Context: an optimization exercise on an open-source flow, tuned for small area, a short achievable clock period and few clock cycles per item. The choices shown serve that exercise and are no tape-out recipe. No run shown here included a check of the RTL's function; only the layout flow was run. Power and IR drop assume default switching activity.

<file path="flow/flow/run.sh">
#!/bin/bash
# Standard layout, with the input and output port buffers made as buf_2
# instead of the flow's default choice. Each tool's output goes to the
# ORFS logs; make's own output goes to standard.log.
set -euo pipefail
export BUFFER_PORTS_ARGS="-buffer_cell sky130_fd_sc_hd__buf_2"
bash standard.sh > standard.log 2>&1
</file>
<file path="flow/standard.sh">
#!/bin/bash
# synth_recipe.tcl (not shown) runs the flow's synth.tcl, then flattens the netlist and writes it again
# the make line also repeats each setting of config.mk as NAME=value (left out here)
make -C /OpenROAD-flow-scripts/flow DESIGN_CONFIG=/design/flow/config.mk WORK_HOME=/design/flow/orfs CLKGATE_MAP_FILE= SYNTH_SCRIPT=/design/flow/synth_recipe.tcl "${@:-finish}"
</file>
<file path="flow/config.mk">
export PLATFORM = sky130hd
export DESIGN_NAME = agc4_alu
export DESIGN_NICKNAME = agc4_alu
export VERILOG_FILES = /design/flow/design.v
export SDC_FILE = /design/flow/constraint.sdc
export NUM_CORES = 4
export LEC_CHECK = 0
export CAP_MARGIN = 20
export CORE_MARGIN = 2
export CORE_UTILIZATION = 55
export PLACE_DENSITY = 0.7
export SETUP_SLACK_MARGIN = 2.8
export SLEW_MARGIN = 20
</file>
<file path="flow/constraint.sdc">
create_clock -name core_clock -period 7.0 [get_ports {clk}]
set_input_delay 1.4000 -clock core_clock [delete_from_list [all_inputs] [get_ports {clk}]]
set_output_delay 1.4000 -clock core_clock [all_outputs]
set_load 0.01 [all_outputs]
</file>
<file path="flow/design.v">
module agc4_alu (
    input  wire        clk,
    input  wire        rst,       
    input  wire        start,
    input  wire [2:0]  op,
    input  wire [15:0] a_in,      
    input  wire [15:0] k_in,      
    output wire        ready,
    output reg         done,
    output wire [15:0] res_a,
    output wire [15:0] res_lp,
    output reg  [1:0]  skip
);
    localparam OP_AD   = 3'd0;
    localparam OP_SU   = 3'd1;
    localparam OP_CS   = 3'd2;
    localparam OP_MASK = 3'd3;
    localparam OP_CCS  = 3'd4;
    localparam OP_MP   = 3'd5;
    localparam OP_DV   = 3'd6;
    localparam OP_TS   = 3'd7;
    reg         busy;       
    reg  [2:0]  cnt;        
    reg         md_dv;      
    reg         neg;        
    reg         inc;        
    reg  [15:0] h;          
    reg  [13:0] l;          
    reg  [15:0] d;          
    reg         e0, e1;     
    reg         fneg;       
    assign ready = !busy;
    wire [15:0] add_b = op[0] ? ~k_in : k_in;
    wire [16:0] add_s = {1'b0, a_in} + {1'b0, add_b};
    wire [15:0] nabs_k  = k_in[15] ? k_in : ~k_in;               
    wire        k_zero  = (k_in == 16'o000000) || (k_in == 16'o177777);
    wire        a_ovf   = a_in[15] ^ a_in[14];
    wire [15:0] ts_r    = a_ovf ? 16'o000001 : a_in;
    wire [13:0] abs_a   = a_in[15] ? ~a_in[13:0] : a_in[13:0];
    wire        sr  = h[14];                                    
    wire [14:0] dd  = {1'b0, d[13:0]} ^ {15{fneg}};             
    wire [14:0] t1  = {h[13:0], 1'b0} + dd + {14'd0, fneg};
    wire [14:0] ca  = {h[12:0], 2'b00} + dd + {14'd0, fneg};
    wire [15:0] d0  = (d & {16{e0}}) ^ {16{fneg}};
    wire [15:0] d1  = (d & {16{e1}}) ^ {16{fneg}};
    wire [17:0] x3  = {2'b00, h[13:0], 2'b00};
    wire [17:0] y3  = {fneg, d1, fneg};
    wire [17:0] z3  = {fneg, fneg, d0};
    wire [17:0] cs_s = x3 ^ y3 ^ z3;
    wire [17:0] cs_c = (x3 & y3) | (x3 & z3) | (y3 & z3);
    wire [17:0] cb  = cs_s + {cs_c[16:0], fneg} + {17'd0, fneg};
    wire        pick_b = (t1[14] == sr);
    wire [14:0] s2  = pick_b ? cb[14:0] : ca;
    wire [13:0] l_rev = {l[0], l[1], l[2], l[3], l[4], l[5], l[6],
                         l[7], l[8], l[9], l[10], l[11], l[12], l[13]};
    wire [15:0] h_inc = h + {15'd0, inc};
    assign res_a  = (md_dv ? {2'b00, l_rev} : h_inc) ^ {16{neg}};
    assign res_lp = {neg, neg, l};
    always @(posedge clk) begin
        if (rst) begin
            busy <= 1'b0;
            done <= 1'b0;
        end else if (busy) begin
            busy <= (cnt != 3'd0);
            done <= (cnt == 3'd0);
        end else begin
            busy <= start && (op == OP_MP || op == OP_DV);
            done <= start && !(op == OP_MP || op == OP_DV);
        end
    end
    always @(posedge clk) begin
        skip <= 2'd0;
        inc  <= 1'b0;
        if (busy) begin
            cnt <= cnt - 3'd1;
            fneg <= md_dv & ~s2[14];
            e0   <= md_dv | l[2];
            e1   <= md_dv | l[3];
            if (md_dv) begin
                h <= {1'b0, s2};
                l <= {~s2[14], ~t1[14], l[13:2]};
            end else begin
                h <= {2'b00, cb[17:4]};
                l <= {cb[3:2] ^ {2{neg}}, l[13:2]};    
            end
        end else begin
            cnt   <= 3'd6;
            md_dv <= (op == OP_DV);
            neg   <= 1'b0;
            d     <= (op == OP_DV) ? {2'b00, ~nabs_k[13:0]} : {~nabs_k[13:0], 2'b00};
            fneg  <= (op == OP_DV);
            e0    <= (op == OP_DV) | abs_a[0];
            e1    <= (op == OP_DV) | abs_a[1];
            l     <= abs_a;
            case (op)
                OP_AD, OP_SU: begin
                    h   <= add_s[15:0];
                    inc <= add_s[16];
                end
                OP_CS: begin
                    h    <= k_in;
                    neg  <= 1'b1;
                end
                OP_MASK:      h <= a_in & k_in;
                OP_CCS: begin
                    h    <= nabs_k;
                    inc  <= !k_zero;
                    neg  <= 1'b1;
                    skip <= {k_in[15], k_zero};
                end
                OP_MP: begin
                    h    <= 16'd0;
                    neg  <= a_in[15] ^ k_in[15];
                end
                OP_DV: begin
                    h    <= {2'b00, abs_a};
                    neg  <= a_in[15] ^ k_in[15];
                end
                default: begin    
                    h    <= ts_r;
                    neg  <= a_ovf & a_in[15];
                    skip <= {1'b0, a_ovf};
                end
            endcase
        end
    end
endmodule
</file>
==> run summary, run 1 <==
status finished clean; Int Pwr 1.373 mW; core area 13,240 µm²; share of cells above drive strength 1 12.23%; clk sink count 59; post-synthesis mux area share 3.147%; CP bufs+invs 1; placed insts 1,117; FF-to-FF End h[13]; Post-Synth Simple-Gate Area 14.30%; slowest stage delay, CP 0.53 ns; Flop pwr share 19.3%; final count of pins violating max slew 0; Critical Path Stages 12; post-route non-filler standard cell count 1,133; slew margin rel. 31.64%; Peak VDD IR 0.0001585 V; cell row count 42; Final nets 1,079; Tcrit/Tclk final 57.39%; # setup viols final 0; initial DRC count 588; Setup WS post-layout 2.983 ns; Pwr Density 326.6 nW/µm²; Final Hold Vio Count 0; Yosys cell types 70; Area Overhead vs Synth 9.408%; Syn Area/Cell 8.055 µm²; Worst EP required 7.22 ns; Die Height 120.3 µm; grt total ovfl 0; setup TNS 0 ns; sequential fraction of the synthesis area 18.31%; GRT Overall Usage 30.91%; Synth top cells by count xnor2_1, nand2_1, xor2_1; Setup crit start op[0]; Net Sw Frac 48.32%; top-count cell post-synth xnor2_1; wire per inst 19.52 µm; clock share of power 15.7%; register-to-register setup slack 3.03 ns; Filler cells 1,237; Reg2Reg Depth 12; Worst Path Max Fanout 37; top cells by area, synth ha_1, dfxtp_1, xnor2_1, xor2_1, edfxtp_1; Crit Path Class input pin to register; DRT antenna net count 0; IO Count 74; Worst Tran Pin Value 0.9996 ns; Pwr Total 2.656 mW; Final Hold Slack 0.4159 ns; Critical Path AT 4.23 ns; Synth top area share 12.29%; ANT cells 0; number of remaining DRC errors 0; flops & latches, synth 59; min-delay worst type register to register; clk latency of the worst-skew pair 0.33 ns; Max clock buf depth 2; CTS H-tree depth 3; crit start category input pin; min cycle time layout 4.017 ns; Sw Pwr 1.284 mW; Peak Freq 0.2489 GHz; RSZ-0062 raised after global routing yes; CTS root buffer clkbuf_16; number of global-route vias before repair 6,286; XOR/XNOR Fraction of Synth Area 20.58%; Mapped Nets 1,050; crit path to h[14]; Critical Path Sink Type register; CTS Buf Count 9; Clock Skews 0.01021 ns; Mapped Cells 923; first-pass GRT wire length 34,330 µm; CTS tree yes; Post-synth top flop dfxtp_1; Logic pwr share 65.0%; most area-hungry cell type in the Yosys netlist ha_1; Synth Area in Compound Gates 21.49%; count of hold-fix buffers inserted at cts 0; largest family of logic cells by synthesized area compound AO/OA/AOI/OAI gates; Post-Synth Adder-Cell Area 16.59%; R2R Path Start fneg; Initial Util 56.14%; Post-synth EDFFs 18; synth warn 1; Cell Chain, Critical Path buf_6, xor2_1, ha_1, fa_1, a21oi_1, o21ai_0, nand2_1, a2111oi_1, nor2_1, a211oi_1, nand3_1, a32o_1; Critical-path top delay cell a2111oi_1; DP HPWL 17,290 µm; pin count of the biggest net entering global routing 56; GPL Wtd Cong 1.001; Via density 6.058; delay-heaviest family, CP compound AO/OA/AOI/OAI gates; initial antenna violation count 0; Max-cap violations 0; mapped cell area 7435 µm²; Pre-antenna DRT Iters 5; Synth async-reset ratio 0%; Die Wd 120.3 µm; I/O Buffers 73; Die ar. 14,460 µm²; final wirelength 22,120 µm; Leak Pwr 3.536 nW; Setup WS pre-CTS 2.184 ns; clock slew at reported path FFs 0.05 ns; DR vias 6,864
placed cells by master, fill, tap and decap left out, types with 18 or more instances in the layout:
cell type	count
a211oi_1	19
a21o_1	18
a21oi_1	59
buf_2	72
dfxtp_1	37
edfxtp_1	18
ha_1	73
inv_1	42
mux2i_1	20
nand2_1	88
nor2_1	67
o21ai_0	48
xnor2_1	92
xor2_1	80
metrics by stage:
step / util (%) / area (µm²)
after global routing: 61.42 / 8134
final: 61.42 / 8134
after floorplan: - / 7442
after CTS: 61.26 / 8113
after global placement: 59.06 / 7821
after detailed placement: 59.06 / 7821
cell type report:
| class | count | area (µm²) | area share [%] |
|---|---|---|---|
| flip-flops and latches | 59 | 1369 | 16.83 |
| well taps | 176 | 220.2 | 2.707 |
| inverters | 44 | 165.2 | 2.030 |
| clock buffers | 14 | 275.3 | 3.384 |
| repair buffers | 79 | 424.2 | 5.215 |
| multi-input cells | 759 | 5670 | 69.71 |
| clock inverters | 2 | 10.01 | 0.1231 |
how the worst min path moves through the flow:
stage,from,to,slack (ns),cells past startpoint
after floorplan,cnt[0],cnt[0],0.39,1
after global placement,cnt[0],cnt[0],0.40,1
after detailed placement,cnt[0],cnt[0],0.41,1
after CTS,cnt[0],cnt[0],0.42,1
after global routing,cnt[0],cnt[0],0.44,1
final,cnt[0],cnt[0],0.42,1
timing repair:
| item | 4_1_cts | 5_1_grt |
|---|---|---|
| resized for setup | 2 | 8 |
| setup endpoints to repair | 8 | 10 |
| buffers inserted | 0 | 0 |
routing by layer:
layer  wire [µm]  global-route usage (%)
met1        9703                   42.00
met2        9948                   49.68
met3        1608                   4.292
met4         859                   12.28
met5           0                       0
power by group through the flow:
| stage | sequential (mW) | clock [mW] | combinational, mW |
|---|---|---|---|
| 2_1_floorplan | 0.466 | 0 | 1.28 |
| 3_3_place_gp | 0.515 | 0 | 1.69 |
| 3_5_place_dp | 0.515 | 0 | 1.68 |
| 4_1_cts | 0.509 | 0.423 | 1.70 |
| 5_1_grt | 0.518 | 0.437 | 1.86 |
| 6_report | 0.512 | 0.417 | 1.73 |
cells by family after synthesis:
| kind of cell | Yosys count |
|---|---|
| multiplexers | 23 |
| adder cells (fa/ha/maj) | 89 |
| AND/OR/NAND/NOR | 233 |
| XOR/XNOR | 173 |
| flip-flops | 59 |
| buffers and inverters | 105 |
| AO/OA/AOI/OAI | 241 |
registers in the layout (all words and copies together) (netlist names), 2 cells and up:
| name | cells |
|---|---|
| cnt | 3 |
| d | 16 |
| h | 16 |
| l | 14 |
| skip | 2 |
worst register-to-register path: cells and delay by family (launching register included):
family	cells	cell delay, ns
AO/OA/AOI/OAI	6	1.65
buffers and inverters	2	0.37
adder cells (fa/ha/maj)	2	0.84
flip-flops	1	0.55
XOR/XNOR	2	0.45
==> inputs of run 2 (changes only) <==
--- a/flow/config.mk
+++ b/flow/config.mk
@@ -9,5 +9,5 @@
 export CORE_MARGIN = 2
 export CORE_UTILIZATION = 55
 export PLACE_DENSITY = 0.7
-export SETUP_SLACK_MARGIN = 2.8
+export SETUP_SLACK_MARGIN = 3.3
 export SLEW_MARGIN = 20
==> run summary, run 2 <==
Via density 5.991; Worst Tran Pin Value 1.026 ns; GRT Overall Usage 30.97%; Max clock buf depth 2; CTS root buffer clkbuf_16; number of global-route vias before repair 6,242; Critical Path AT 2.27 ns; Pre-antenna DRT Iters 5; top cells by area, synth ha_1, dfxtp_1, xnor2_1, xor2_1, edfxtp_1; Post-Synth Adder-Cell Area 16.59%; register-to-register setup slack 3.45 ns; ANT cells 0; pin count of the biggest net entering global routing 55; DR top layer met4; Syn Area/Cell 8.055 µm²; setup TNS 0 ns; CTS H-tree depth 3; post-synthesis mux area share 3.147%; largest family of logic cells by synthesized area compound AO/OA/AOI/OAI gates; Post-Synth Simple-Gate Area 14.30%; # setup viols final 0; I/O Buffers 73; Synth Area in Compound Gates 21.49%; wire per inst 19.61 µm; DRT antenna net count 0; DP Area 7858 µm²; clock slew at reported path FFs 0.05 ns; met2 wire len 10,440 µm; Tcrit/Tclk final 52.46%; Yosys cell types 70; clk latency of the worst-skew pair 0.33 ns; Mapped Nets 1,050; Cell Chain, Critical Path and3_1, nand3_2, or3_4, xnor2_2, nor2_1, xor2_1, buf_2; slowest stage delay, CP 0.56 ns; Initial Util 56.14%; Pwr Total 2.767 mW; final count of pins violating max slew 0; Post-synth top flop dfxtp_1; Area Overhead vs Synth 14.29%; Die Height 120.3 µm; Die Wd 120.3 µm; DR vias 6,860; min cycle time layout 3.672 ns; Setup crit start h[11]; sequential fraction of the synthesis area 18.31%; Crit Path Class register to output pin; Final Util 64.16%; synth warn 1; Critical Path Sink Type output pin; Leak Pwr 3.644 nW; slew margin rel. 31.32%; crit start category register; initial DRC count 645; share of cells above drive strength 1 17.23%; Synth top cells by count xnor2_1, nand2_1, xor2_1; cell row count 42; Worst Path Max Fanout 5; Setup WS pre-CTS 2.570 ns; initial antenna violation count 0; most frequent cells in the layout xnor2_1, nand2_1, xor2_1; Post-synth EDFFs 18; cell area after layout 8497 µm²; min-delay worst type register to register; Setup WS post-layout 3.328 ns; Synth top area share 12.29%; Pwr Density 325.6 nW/µm²; grt total ovfl 0; crit path to res_a[14]; Hold Path Stages 1; Die ar. 14,460 µm²; Mapped Cells 923; most area-hungry cell type in the Yosys netlist ha_1; Critical-path top delay cell dfxtp_1; Worst EP required 5.60 ns; DP HPWL 17,080 µm; commonest non-fill, non-tap cell in the layout xnor2_1; Peak VDD IR 0.0001710 V; final wirelength 22,450 µm; Largest regs d x16, h x16, l x14; FF-to-FF End h[14]; top-count cell post-synth xnor2_1; GPL Wtd Cong 0.9736; Final nets 1,091; CTS Buf Count 9; Final Hold Vio Count 0; RSZ-0062 raised after global routing yes; core area 13,240 µm²; Max-cap violations 0; XOR/XNOR Fraction of Synth Area 20.58%; met3 wire len 1416 µm; Peak Freq 0.2723 GHz; number of remaining DRC errors 0; R2R Path Start fneg; Reg2Reg Depth 13; clk sink count 59; Clock Skews 0.007430 ns; mapped cell area 7435 µm²; CTS tree yes; first-pass GRT wire length 34,670 µm; Synth async-reset ratio 0%; status finished clean; WL met1 9976 µm; flops & latches, synth 59; IO Count 74
## run 2: cell counts after synthesis
Identical to the previous run, type by type.
## run 2: cell type report
type	count	area, µm²
Tap cell	176	220.2
Sequential cell	59	1390
Multi-Input combinational cell	759	5859
Inverter	44	165.2
Clock inverter	7	92.59
Clock buffer	9	225.2
Timing Repair Buffer	91	544.3
Fill cell	1242	4746
## run 2: per-layer routing
| layer | track usage (%) | vias up |
|---|---|---|
| met5 | 0 | - |
| met4 | 10.32 | 0 |
| met3 | 3.774 | 45 |
| met2 | 50.36 | 248 |
| met1 | 42.70 | 3227 |
| li1 | - | 3340 |
## run 2: logic make-up (layout without fill, tap and decap cells)
kind of cell    after synthesis  in the layout
compound gates              241            241
simple gates                233            233
xor+xnor                    173            173
buf+inv                     105            151
fa+ha+maj                    89             89
flops                        59             59
mux                          23             23
## run 2: power by group
group	total (mW)	internal [mW]	switching, mW
sequential	0.510	0.413	0.0977
combinational	1.79	0.734	1.05
clock	0.471	0.310	0.162
total	2.77	1.46	1.31
## run 2: stage by stage
| stage | hold slack (ns) | std cells |
|---|---|---|
| global placement | 0.4007 | 1117 |
| floorplan | 0.3925 | 923 |
| detailed placement | 0.4131 | 1117 |
| CTS | 0.4229 | 1136 |
| finish | 0.4183 | 1145 |
| global route | 0.4433 | 1145 |
## run 2: worst min-delay path by stage
stage | start | end
3_5_place_dp | cnt[0] | cnt[0]
6_report | cnt[0] | cnt[0]
3_3_place_gp | cnt[0] | cnt[0]
5_1_grt | cnt[0] | cnt[0]
4_1_cts | cnt[0] | cnt[0]
2_1_floorplan | cnt[0] | cnt[0]
## run 2: critical path, delay by kind of cell, from the launching register on
kind | cells | cell delay (ns)
flip-flops | 1 | 0.56
AND/OR/NAND/NOR | 4 | 0.95
buffers and inverters | 1 | 0.15
XOR/XNOR | 2 | 0.29
## run 2: timing repair
action / in CTS / in global routing
setup buffers: 3 / 9
hold buffers: 0 / 0
resized for setup: 26 / 30
pin swaps: 3 / 6
setup endpoints to repair: 26 / 21
==> inputs of run 3 (changes only) <==
--- a/flow/config.mk
+++ b/flow/config.mk
@@ -9,5 +9,5 @@
 export CORE_MARGIN = 2
 export CORE_UTILIZATION = 55
 export PLACE_DENSITY = 0.7
-export SETUP_SLACK_MARGIN = 3.3
+export SETUP_SLACK_MARGIN = 3.6
 export SLEW_MARGIN = 20
==> run summary, run 3 <==
mapped cell area 7435 µm²; WL met1 10,320 µm; most frequent cells in the layout xnor2_1, nand2_1, xor2_1; min-delay worst type register to register; status finished clean; commonest non-fill, non-tap cell in the layout xnor2_1; count of hold-fix buffers inserted at cts 0; delay-heaviest family, CP simple AND/OR/NAND/NOR gates; GPL Wtd Cong 0.9650; min cycle time layout 3.625 ns; Max clock buf depth 2; Synth top area share 12.29%; first-pass GRT wire length 37,650 µm; top-count cell post-synth xnor2_1; top cells by area, synth ha_1, dfxtp_1, xnor2_1, xor2_1, edfxtp_1; Worst EP required 5.60 ns; DR vias 7,547; Peak Freq 0.2758 GHz; Yosys cell types 70; Final Hold Vio Count 0; wire per inst 21.50 µm; RSZ-0062 raised after global routing yes; GRT Overall Usage 33.50%; IO Count 74; CTS tree yes; Synth async-reset ratio 0%; Area Overhead vs Synth 28.63%; met2 wire len 11,960 µm; Pwr Density 334.4 nW/µm²; Final nets 1,156; Leak Pwr 4.056 nW; # setup viols final 0; initial DRC count 664; slew margin rel. 30.47%; core area 13,240 µm²; Cell Chain, Critical Path ha_4, ha_4, and3_4, nand3_4, or3_4, xnor2_2, nor2_2, xor2_1, buf_2; Mapped Cells 923; Reg2Reg Depth 14; slowest stage delay, CP 0.38 ns; Crit Path Class register to output pin; Setup WS post-layout 3.375 ns; grt total ovfl 0; most used cell, CP ha_4; Peak VDD IR 0.0002097 V; Post-synth top flop dfxtp_1; final count of pins violating max slew 0; Critical Path Sink Type output pin; Die ar. 14,460 µm²; Worst Path Max Fanout 3; DRT antenna net count 0; met3 wire len 2394 µm; share of cells above drive strength 1 27.85%; HP Start cnt[0]; Initial Util 56.14%; Final Util 72.21%; Clock Skews 0.01198 ns; initial antenna violation count 0; Tcrit/Tclk final 51.79%; Mapped Nets 1,050; Die Height 120.3 µm; number of global-route vias before repair 6,763; clk sink count 59; Largest regs d x16, h x16, l x14; clock slew at reported path FFs 0.06 ns; Pre-antenna DRT Iters 6; CTS H-tree depth 3; Critical-path top delay cell dfxtp_4; Setup crit start inc; sequential fraction of the synthesis area 18.31%; CTS root buffer clkbuf_16; Synth top cells by count xnor2_1, nand2_1, xor2_1; Via density 6.237; crit start category register; I/O Buffers 73; final wirelength 26,010 µm; CP bufs+invs 1; Post-synth EDFFs 18; Critical Path AT 2.23 ns; synth warn 1; CTS Buf Count 9; Max-cap violations 0; DR top layer met4; R2R Path Start fneg; cell row count 42; WHS Endpoint cnt[0]; cell area after layout 9563 µm²; Syn Area/Cell 8.055 µm²; Hold Path Stages 1; flops & latches, synth 59; register-to-register setup slack 3.56 ns; setup TNS 0 ns; Filler cells 1,005; number of remaining DRC errors 0; Worst Tran Pin Value 1.043 ns; most area-hungry cell type in the Yosys netlist ha_1; DP Area 7880 µm²; Die Wd 120.3 µm; FF-to-FF End h[14]; Setup WS pre-CTS 2.565 ns; ANT cells 0; clk latency of the worst-skew pair 0.33 ns; Pwr Total 3.198 mW; pin count of the biggest net entering global routing 55; DP HPWL 17,340 µm
## run 3: repair_timing
action | CTS | global route
setup buffers | 27 | 45
resized for setup | 71 | 102
gates cloned | 1 | 3
pin swaps | 14 | 38
setup endpoints to repair | 35 | 29
## run 3: worst max-delay path by stage
stage	end	cells past startpoint
floorplan	h[13]	13
global route	res_a[14]	9
CTS	res_a[11]	9
finish	res_a[14]	9
global placement	h[11]	9
detailed placement	h[11]	9
## run 3: worst register-to-register path, delay by kind of cell, from the launching register on
| family | cells | cell delay (ns) |
|---|---|---|
| xor+xnor | 2 | 0.30 |
| compound gates | 3 | 0.64 |
| flops | 1 | 0.36 |
| mux | 1 | 0.32 |
| simple gates | 3 | 0.64 |
| buf+inv | 3 | 0.34 |
| fa+ha+maj | 2 | 0.75 |
## run 3: cells by family (layout without fill, tap and decap cells)
family,Yosys count,count (layout),synth area share (%)
AOI/OAI and AO/OA,241,241,21.49
and+or+nand+nor,233,233,14.31
xor gates and xnor gates,173,174,20.58
buffers and inverters,105,215,5.570
adders and majority gates,89,89,16.59
DFF,59,59,18.31
muxes,23,23,3.147
## run 3: metrics by stage
stage | hold WS [ns] | cells
after global routing | 0.4503 | 1210
after CTS | 0.4184 | 1161
after floorplan | 0.3925 | 923
final | 0.4175 | 1210
after detailed placement | 0.4108 | 1117
after global placement | 0.4037 | 1117
## run 3: per-layer routing
metal / track usage [%] / up-vias
met4: 14.10 / 0
li1: - / 3482
met1: 45.40 / 3529
met5: 0 / -
met2: 53.44 / 438
met3: 4.906 / 98
## run 3: area by class of cell
cell class	instances	area [µm²]	share of cell area [%]
Clock inverter	3	16.27	0.1701
Multi-Input combinational cell	760	6334	66.23
Clock buffer	13	282.8	2.957
Timing Repair Buffer	155	1142	11.95
Sequential cell	59	1400	14.64
Tap cell	176	220.2	2.303
Inverter	44	167.7	1.753
## run 3: power breakdown
group	switching (mW)	leakage [nW]	internal, mW
sequential	0.0988	0.541	0.414
clock	0.159	0.150	0.282
combinational	1.25	3.37	0.992
total	1.51	4.06	1.69
==> inputs of run 4 (changes only) <==
--- a/flow/config.mk
+++ b/flow/config.mk
@@ -9,5 +9,5 @@
 export CORE_MARGIN = 2
 export CORE_UTILIZATION = 55
 export PLACE_DENSITY = 0.7
-export SETUP_SLACK_MARGIN = 3.6
+export SETUP_SLACK_MARGIN = 3.0
 export SLEW_MARGIN = 20
==> run summary, run 4 <==
Clock Skews 0.009608 ns; Initial Util 56.14%; Final Hold Vio Count 0; cell area after layout 8188 µm²; clk sink count 59; first-pass GRT wire length 33,520 µm; Die ar. 14,460 µm²; Critical Path AT 4.07 ns; I/O Buffers 73; clk latency of the worst-skew pair 0.33 ns; commonest non-fill, non-tap cell in the layout xnor2_1; Mapped Cells 923; Crit Path Class input pin to register; Syn Area/Cell 8.055 µm²; Worst Path Max Fanout 37; Die Wd 120.3 µm; grt total ovfl 0; initial DRC count 576; Synth async-reset ratio 0%; Die Height 120.3 µm; Max clock buf depth 2; CTS tree yes; Final Util 61.83%; HP Start cnt[0]; Area Overhead vs Synth 10.13%; Peak VDD IR 0.0001438 V; Via density 5.982; CTS H-tree depth 3; DP Area 7836 µm²; Peak Freq 0.2595 GHz; Final nets 1,081; final wirelength 21,680 µm; CTS Buf Count 9; Tcrit/Tclk final 55.04%; Critical Path Sink Type register; DRT antenna net count 0; Pwr Density 324.4 nW/µm²; share of cells above drive strength 1 13.14%; crit start category input pin; Max-cap violations 0; wire per inst 19.10 µm; core area 13,240 µm²; number of global-route vias before repair 6,239; Post-synth top flop dfxtp_1; number of remaining DRC errors 0; CTS root buffer clkbuf_16; final count of pins violating max slew 0; cell row count 42; GPL Wtd Cong 1.016; status finished clean; most area-hungry cell type in the Yosys netlist ha_1; Yosys cell types 70; IO Count 74; Post-synth EDFFs 18; RSZ-0062 raised after global routing yes; Worst Tran Pin Value 1.179 ns; synth warn 1; slew margin rel. 19.37%; Synth top area share 12.29%; min-delay worst type register to register; setup TNS 0 ns; ANT cells 0; R2R Path Start e1; min cycle time layout 3.853 ns; Synth top cells by count xnor2_1, nand2_1, xor2_1; DR vias 6,790; clock slew at reported path FFs 0.05 ns; Setup crit start op[0]; count of hold-fix buffers inserted at cts 0; DP HPWL 16,760 µm; top-count cell post-synth xnor2_1; GRT Overall Usage 29.95%; flops & latches, synth 59; Mapped Nets 1,050; most frequent cells in the layout xnor2_1, nand2_1, xor2_1; pin count of the biggest net entering global routing 55; Worst EP required 7.22 ns; Largest regs d x16, h x16, l x14; top cells by area, synth ha_1, dfxtp_1, xnor2_1, xor2_1, edfxtp_1; # setup viols final 0; mapped cell area 7435 µm²; Filler cells 1,232; initial antenna violation count 0; Pre-antenna DRT Iters 5; sequential fraction of the synthesis area 18.31%; Leak Pwr 3.562 nW
[run 4: cell count changes in the layout (fill, tap and decap cells not counted), moves of 8 or more]
| cell | before | now |
|---|---|---|
| buf_4 | 67 | 6 |
| o21ai_1 | 18 | 6 |
| ha_4 | 12 | 0 |
| dfxtp_1 | 26 | 36 |
| ha_1 | 55 | 73 |
| xor2_2 | 8 | 0 |
| o21ai_0 | 30 | 47 |
| a21oi_1 | 51 | 59 |
| xor2_1 | 71 | 80 |
[run 4: layout make-up]
class | count | area [µm²] | area share (%)
timing repair buffer | 81 | 442.9 | 5.410
tap | 176 | 220.2 | 2.689
inverter | 44 | 165.2 | 2.017
multi-input combinational | 759 | 5690 | 69.50
clock buffer | 11 | 242.7 | 2.965
clock inverter | 5 | 51.30 | 0.6265
sequential | 59 | 1375 | 16.79
[run 4: what timing repair did]
item / CTS / global route
hold endpoints to repair: 0 / 0
buffers inserted: 0 / 1
cloned: 0 / 0
endpoints found under the setup margin: 10 / 19
gates resized for setup: 5 / 11
[run 4: worst paths after layout]
path / to / slack, ns / depth (start not counted)
worst max-delay path: h[14] / 3.15 / 12
worst max register to register: h[13] / 3.26 / 13
worst min-delay path: cnt[0] / 0.41 / 1
worst min register to register: cnt[0] / 0.41 / 1
[run 4: where the power goes]
part           leakage [nW]  internal [mW]  switching (mW)  total, mW
clock                 0.150          0.283           0.154      0.437
combinational          2.87          0.705            1.01       1.71
sequential            0.538          0.410          0.0973      0.507
total                  3.56           1.40            1.26       2.66
[run 4: cell families after synthesis]
logic type,after synthesis,share of synthesized area [%]
multiplexers,23,3.147
buffers and inverters,105,5.570
XOR/XNOR,173,20.58
AO/OA/AOI/OAI,241,21.49
adder cells (fa/ha/maj),89,16.59
flip-flops,59,18.31
AND/OR/NAND/NOR,233,14.31
[run 4: routing by layer]
layer	vias up	track usage (%)	routed length (µm)
met5	-	0	0
met4	0	9.593	606
met3	49	3.962	1691
met2	281	49.04	9909
met1	3132	40.98	9475
li1	3328	-	-
[run 4: critical path, stage by stage]
cell and delay [ns]:
buf_6 0.28, xor2_1 0.18, ha_1 0.22, fa_1 0.22, a21oi_1 0.07, o21ai_0 0.27, nand2_1 0.17, a2111oi_2 0.39
nor2_1 0.11, a211oi_1 0.31, nand3_1 0.13, a32o_1 0.30
[run 4: metrics by stage]
| stage | hold slack [ns] | instances | setup slack [ns] | power (mW) |
|---|---|---|---|---|
| after floorplan | 0.3925 | 923 | 3.042 | 1.747 |
| after global placement | 0.4037 | 1118 | 2.385 | 2.168 |
| after detailed placement | 0.4057 | 1118 | 2.371 | 2.179 |
| after CTS | 0.4198 | 1134 | 2.962 | 2.633 |
| after global routing | 0.4504 | 1135 | 2.967 | 2.851 |
| final | 0.4143 | 1135 | 3.147 | 2.656 |

what the ideal ports hide:
How much do the figures lean on ideal ports? The routed layouts below were timed once more, with nothing changed but the port constraints. Step 1 sets driving cells, clkbuf_16 on the clock port and buf_2 on the other inputs (assumed; they add their load-dependent delay and slew). Step 2 also shifts input and output timing later by t, the mid clock arrival at the registers, as if the neighbouring blocks saw the same clock. Slacks: no drivers / after step 1 / after step 2; pairs: no drivers / after step 1.
| run | t, ns | setup slack, ns | worst setup path at the end | slew at the worst register clock pin (ns) | cell pins on the clock port's net |
|---|---|---|---|---|---|
| run 1 | 0.365 | 2.983 / 2.985 / 2.619 | input to register | 0.05 / 0.05 | 1 |
| run 2 | 0.368 | 3.328 / 3.288 / 3.073 | input to register | 0.06 / 0.06 | 1 |
| run 3 | 0.360 | 3.375 / 3.339 / 3.086 | input to register | 0.06 / 0.06 | 1 |
| run 4 | 0.363 | 3.147 / 3.144 / 2.781 | input to register | 0.06 / 0.06 | 1 |
After both steps setup and hold are still met in every run listed. For run 4, which loses most, drivers alone change the setup slack by -0.003 ns; drivers and shift together by -0.366 ns.
